Context: an optimization exercise on an open-source flow, tuned for small area, a short achievable clock period and few clock cycles per item. The choices shown serve that exercise and are no tape-out recipe.
RTL that was checked went through simulation tests only; none was proved equivalent to the original.
Power is estimated from default activity; no workload was simulated.

Setup of middle:
==> flow/design.v (excerpt) <==
module ioc_audio_enc (
    input  wire        clk,
    input  wire        rst,
    input  wire [1:0]  cfg_coding,
    input  wire        cfg_word_sel,
    input  wire [63:0] now_us,
    input  wire        in_valid,
    output wire        in_ready,
    input  wire [63:0] in_frame,
    output reg         out_valid,
    input  wire        out_ready,
    output reg  [7:0]  out_data,
    output reg         out_last,
    output reg  [31:0] bad_cnt
);
Size: about 2300 cells after synthesis, about 180 I/O pins, about 30000 µm² of cells after synthesis.
export LEC_CHECK = 0
export CAP_MARGIN = 20
export CORE_MARGIN = 2
export CORE_UTILIZATION = 66
export CTS_BUF_LIST = sky130_fd_sc_hd__clkbuf_16
export CTS_CLUSTER_DIAMETER = 150
export CTS_CLUSTER_SIZE = 24
export PLACE_DENSITY = 0.75
export SLEW_MARGIN = 20
create_clock -name core_clock -period 9.0 [get_ports {clk}]
standard.sh (not shown) runs the stock make flow with config.mk's settings and CLKGATE_MAP_FILE= SYNTH_SCRIPT=/design/flow/synth_recipe.tcl, a recipe that flattens the netlist after the stock synthesis.
==> flow/flow/run.sh <==
#!/bin/bash
set -euo pipefail
bash standard.sh synth > step_synth.log 2>&1
export SETUP_SLACK_MARGIN=6
export POST_GLOBAL_PLACE_TCL="$PWD/flow/port_bufs.tcl"
bash standard.sh finish > step_layout.log 2>&1
==> flow/flow/port_bufs.tcl <==
# POST_GLOBAL_PLACE hook: buffer_ports gives every port a clkdlybuf4s50_1
# (a delay cell). Swap those port buffers for plain buf_1 cells; the resize
# and repair steps that follow size them as the loads need.
set n 0
foreach inst [[ord::get_db_block] getInsts] {
  if {[[$inst getMaster] getName] eq "sky130_fd_sc_hd__clkdlybuf4s50_1"
      && [regexp {^(input|output)[0-9]+$} [$inst getName]]} {
    replace_cell [$inst getName] sky130_fd_sc_hd__buf_1
    incr n
  }
}
puts "port_bufs.tcl: $n port buffers now sky130_fd_sc_hd__buf_1"
middle did not stop at any stage, and its layout met the timing, DRC and antenna checks.
Testbench counts of middle, summed over its fixed seeds: cycles 45,984, blocks 96.
--- input diff middle..north ---
# middle
export LEC_CHECK = 0
export CAP_MARGIN = 20
export CORE_MARGIN = 2
export CORE_UTILIZATION = 66
export CTS_BUF_LIST = sky130_fd_sc_hd__clkbuf_16
export CTS_CLUSTER_DIAMETER = 150
export CTS_CLUSTER_SIZE = 24
export PLACE_DENSITY = 0.75
export SLEW_MARGIN = 20
create_clock -name core_clock -period 9.0 [get_ports {clk}]
# north
export LEC_CHECK = 0
export CAP_MARGIN = 20
export CORE_MARGIN = 2
export CORE_UTILIZATION = 62
export CTS_BUF_LIST = sky130_fd_sc_hd__clkbuf_16
export CTS_CLUSTER_DIAMETER = 150
export CTS_CLUSTER_SIZE = 24
export PLACE_DENSITY = 0.7
export SLEW_MARGIN = 20
create_clock -name core_clock -period 9.0 [get_ports {clk}]
==> flow/flow/run.sh <==
#!/bin/bash
set -euo pipefail
bash standard.sh synth > step_synth.log 2>&1
export SETUP_SLACK_MARGIN=5.8
export POST_GLOBAL_PLACE_TCL="$PWD/flow/port_bufs.tcl"
bash standard.sh finish > step_layout.log 2>&1
Notes after the runs:
- Post-route standard cell area excluding fillers | north below middle
- north gives less routed wire length than middle did.
- [north vs middle] well tap count: higher in north
- Across both runs, maximum number of pins on one net before global-route repair was higher for north than for middle.


## run a
Another version of the RTL of ioc_audio_enc (not shown whole).
Size in the first run: ~2300 cells after synthesis, about 720 flip-flops, roughly 180 I/O pins, roughly 30000 sq um of cells after synthesis.
clock: 9.0 ns
lec_check: 0
cap_margin: 20
core_margin: 2
core_utilization: 62
cts_buf_list: sky130_fd_sc_hd__clkbuf_16
cts_cluster_diameter: 150
cts_cluster_size: 28
place_density: 0.7
slew_margin: 20
==> flow/flow/run.sh <==
#!/bin/bash
set -euo pipefail
bash standard.sh synth > step_synth.log 2>&1
export SETUP_SLACK_MARGIN=6
export POST_GLOBAL_PLACE_TCL="$PWD/flow/port_bufs.tcl"
bash standard.sh finish > step_layout.log 2>&1
Scripts as last shown in full above: flow/flow/port_bufs.tcl
Every stage of the flow completed for run a, and the final layout passed the timing, DRC and antenna checks.
Testbench counts of run a, summed over its fixed seeds: cycles 45,840, blocks 96.
Setup changes, run a to run b
- CTS_CLUSTER_SIZE now 24, was 28
==> comparison <==
- Higher hold slack goes to run a over run b.
- Diff run b..run a | worst-case clock buffer depth | unchanged
- Summary: with run a as the reference, average via count per standard cell in run b moved up slightly.
- Going from run a to run b, number of post-CTS setup repair buffers grows by 1.
- Compared to run a, run b has final cell area excluding filler cells 0.41% higher.
- | wire length per cell | lower: run a |


Another version of the RTL of ioc_audio_enc (not shown whole).
Size in the first run: about 2300 cells after synthesis, ~750 flip-flops.
export LEC_CHECK = 0
export ABC_CLOCK_PERIOD_IN_PS = 3500
export CAP_MARGIN = 20
export CORE_MARGIN = 2
export CORE_UTILIZATION = 40
export PLACE_DENSITY = 0.6
export SETUP_SLACK_MARGIN = 5
export SLEW_MARGIN = 20
create_clock -name core_clock -period 9.0 [get_ports {clk}]
run.sh (not shown) runs the stock make flow with config.mk's settings and CLKGATE_MAP_FILE= SYNTH_SCRIPT=/design/flow/synth_recipe.tcl, a recipe that flattens the netlist after the stock synthesis.
Stock flow here: none of the scripts above is used.
The baseline completed with no timing, DRC or antenna violations.
Rerun with:
Settings changed: ABC_CLOCK_PERIOD_IN_PS 3500 to unset.
Outcome:
- die area stays the same
- clock-buffer cell count does not change
- non-clock buffer count stays the same
- hold slack is unchanged
- wire length stays the same
- worst setup slack stays the same
- sequential power is about the same
- final area stays the same
- total power is unchanged
- sequential share of layout area does not change
Function was not checked in any run of this note: the RTL went through the layout flow alone.


## lane 1
ioc_audio_enc, a different RTL version from the one above (not shown whole).
Size in the first run: ~720 flip-flops, about 180 I/O pins.
Settings: LEC_CHECK=0, CAP_MARGIN=20, CORE_MARGIN=2, CORE_UTILIZATION=40, PLACE_DENSITY=0.6, SLEW_MARGIN=20; clock period 9.0 ns.
standard.sh (not shown) runs the stock make flow with config.mk's settings and CLKGATE_MAP_FILE= SYNTH_SCRIPT=/design/flow/synth_recipe.tcl, a recipe that flattens the netlist after the stock synthesis.
==> flow/flow/run.sh <==
#!/bin/bash
set -euo pipefail
export SETUP_SLACK_MARGIN=6
bash standard.sh finish > standard_flow.log 2>&1
Testbench counts of lane 1, summed over its fixed seeds: cycles 45,984, blocks 96.
Relative to lane 1, the following input files were edited for lane 2:
# lane 1
export LEC_CHECK = 0
export CAP_MARGIN = 20
export CORE_MARGIN = 2
export CORE_UTILIZATION = 40
export PLACE_DENSITY = 0.6
export SLEW_MARGIN = 20
create_clock -name core_clock -period 9.0 [get_ports {clk}]
# lane 2
export LEC_CHECK = 0
export CAP_MARGIN = 20
export CORE_MARGIN = 2
export CORE_UTILIZATION = 40
export PLACE_DENSITY = 0.6
export SETUP_SLACK_MARGIN = 5
export SLEW_MARGIN = 20
create_clock -name core_clock -period 9.0 [get_ports {clk}]
==> flow/run.sh (new file) <==
#!/bin/bash
# synth_recipe.tcl (not shown) runs the flow's synth.tcl, then flattens the netlist and writes it again
# the make line also repeats each setting of config.mk as NAME=value (left out here)
make -C /OpenROAD-flow-scripts/flow DESIGN_CONFIG=/design/flow/config.mk WORK_HOME=/design/flow/orfs CLKGATE_MAP_FILE= SYNTH_SCRIPT=/design/flow/synth_recipe.tcl finish
removed: flow/flow/run.sh
removed: flow/standard.sh
==> notes.md <==
Critical path depth in lane 2 is 7 higher than in lane 1
Summary of lane 2 over lane 1: weighted congestion reported at the end of routability-driven placement lower, hold slack essentially unchanged, post-route standard cell area excluding fillers moved down, data required time of the worst path rose 2.10 ns, number of instances resized during post-cts repair now smaller.
Re routed wire length: lane 2 and lane 1 aren't equal, and the higher value belongs to lane 1.

[re-timing with driven ports]
In the flow no input, the clock included, has a driving cell. The finished layouts below were timed again as built, in two steps.
Step 1, drivers: a clkbuf_16 drives clk and a buf_2 each remaining input, both assumed.
Step 2 also shifts input and output timing later by t, the mid clock arrival at the registers, as if the neighbouring blocks saw the same clock.
Three values: ideal ports, drivers, drivers and shift; two values: the first two.
| run | t (ns) | setup slack, ns | worst data-port slew with drivers (ns) |
|---|---|---|---|
| middle | 0.629 | 6.002 / 5.943 / 5.427 | 0.08 |
| north | 0.624 | 5.868 / 5.810 / 5.388 | 0.07 |
| run a | 0.660 | 5.990 / 5.931 / 5.563 | 0.07 |
| run b | 0.623 | 6.028 / 5.969 / 5.563 | 0.07 |
| the first run of note 3 | 0.673 | 5.264 / 5.203 / 4.668 | 0.07 |
| the second run of note 3 | 0.673 | 5.264 / 5.203 / 4.668 | 0.07 |
| lane 1 | 0.667 | 5.872 / 5.810 / 5.405 | 0.06 |
| lane 2 | 0.657 | 5.251 / 5.227 / 4.653 | 0.07 |
After both steps setup and hold are still met in every run listed. The setup slack of lane 2, which loses most, moves by -0.024 ns with the drivers and by -0.598 ns with both steps.
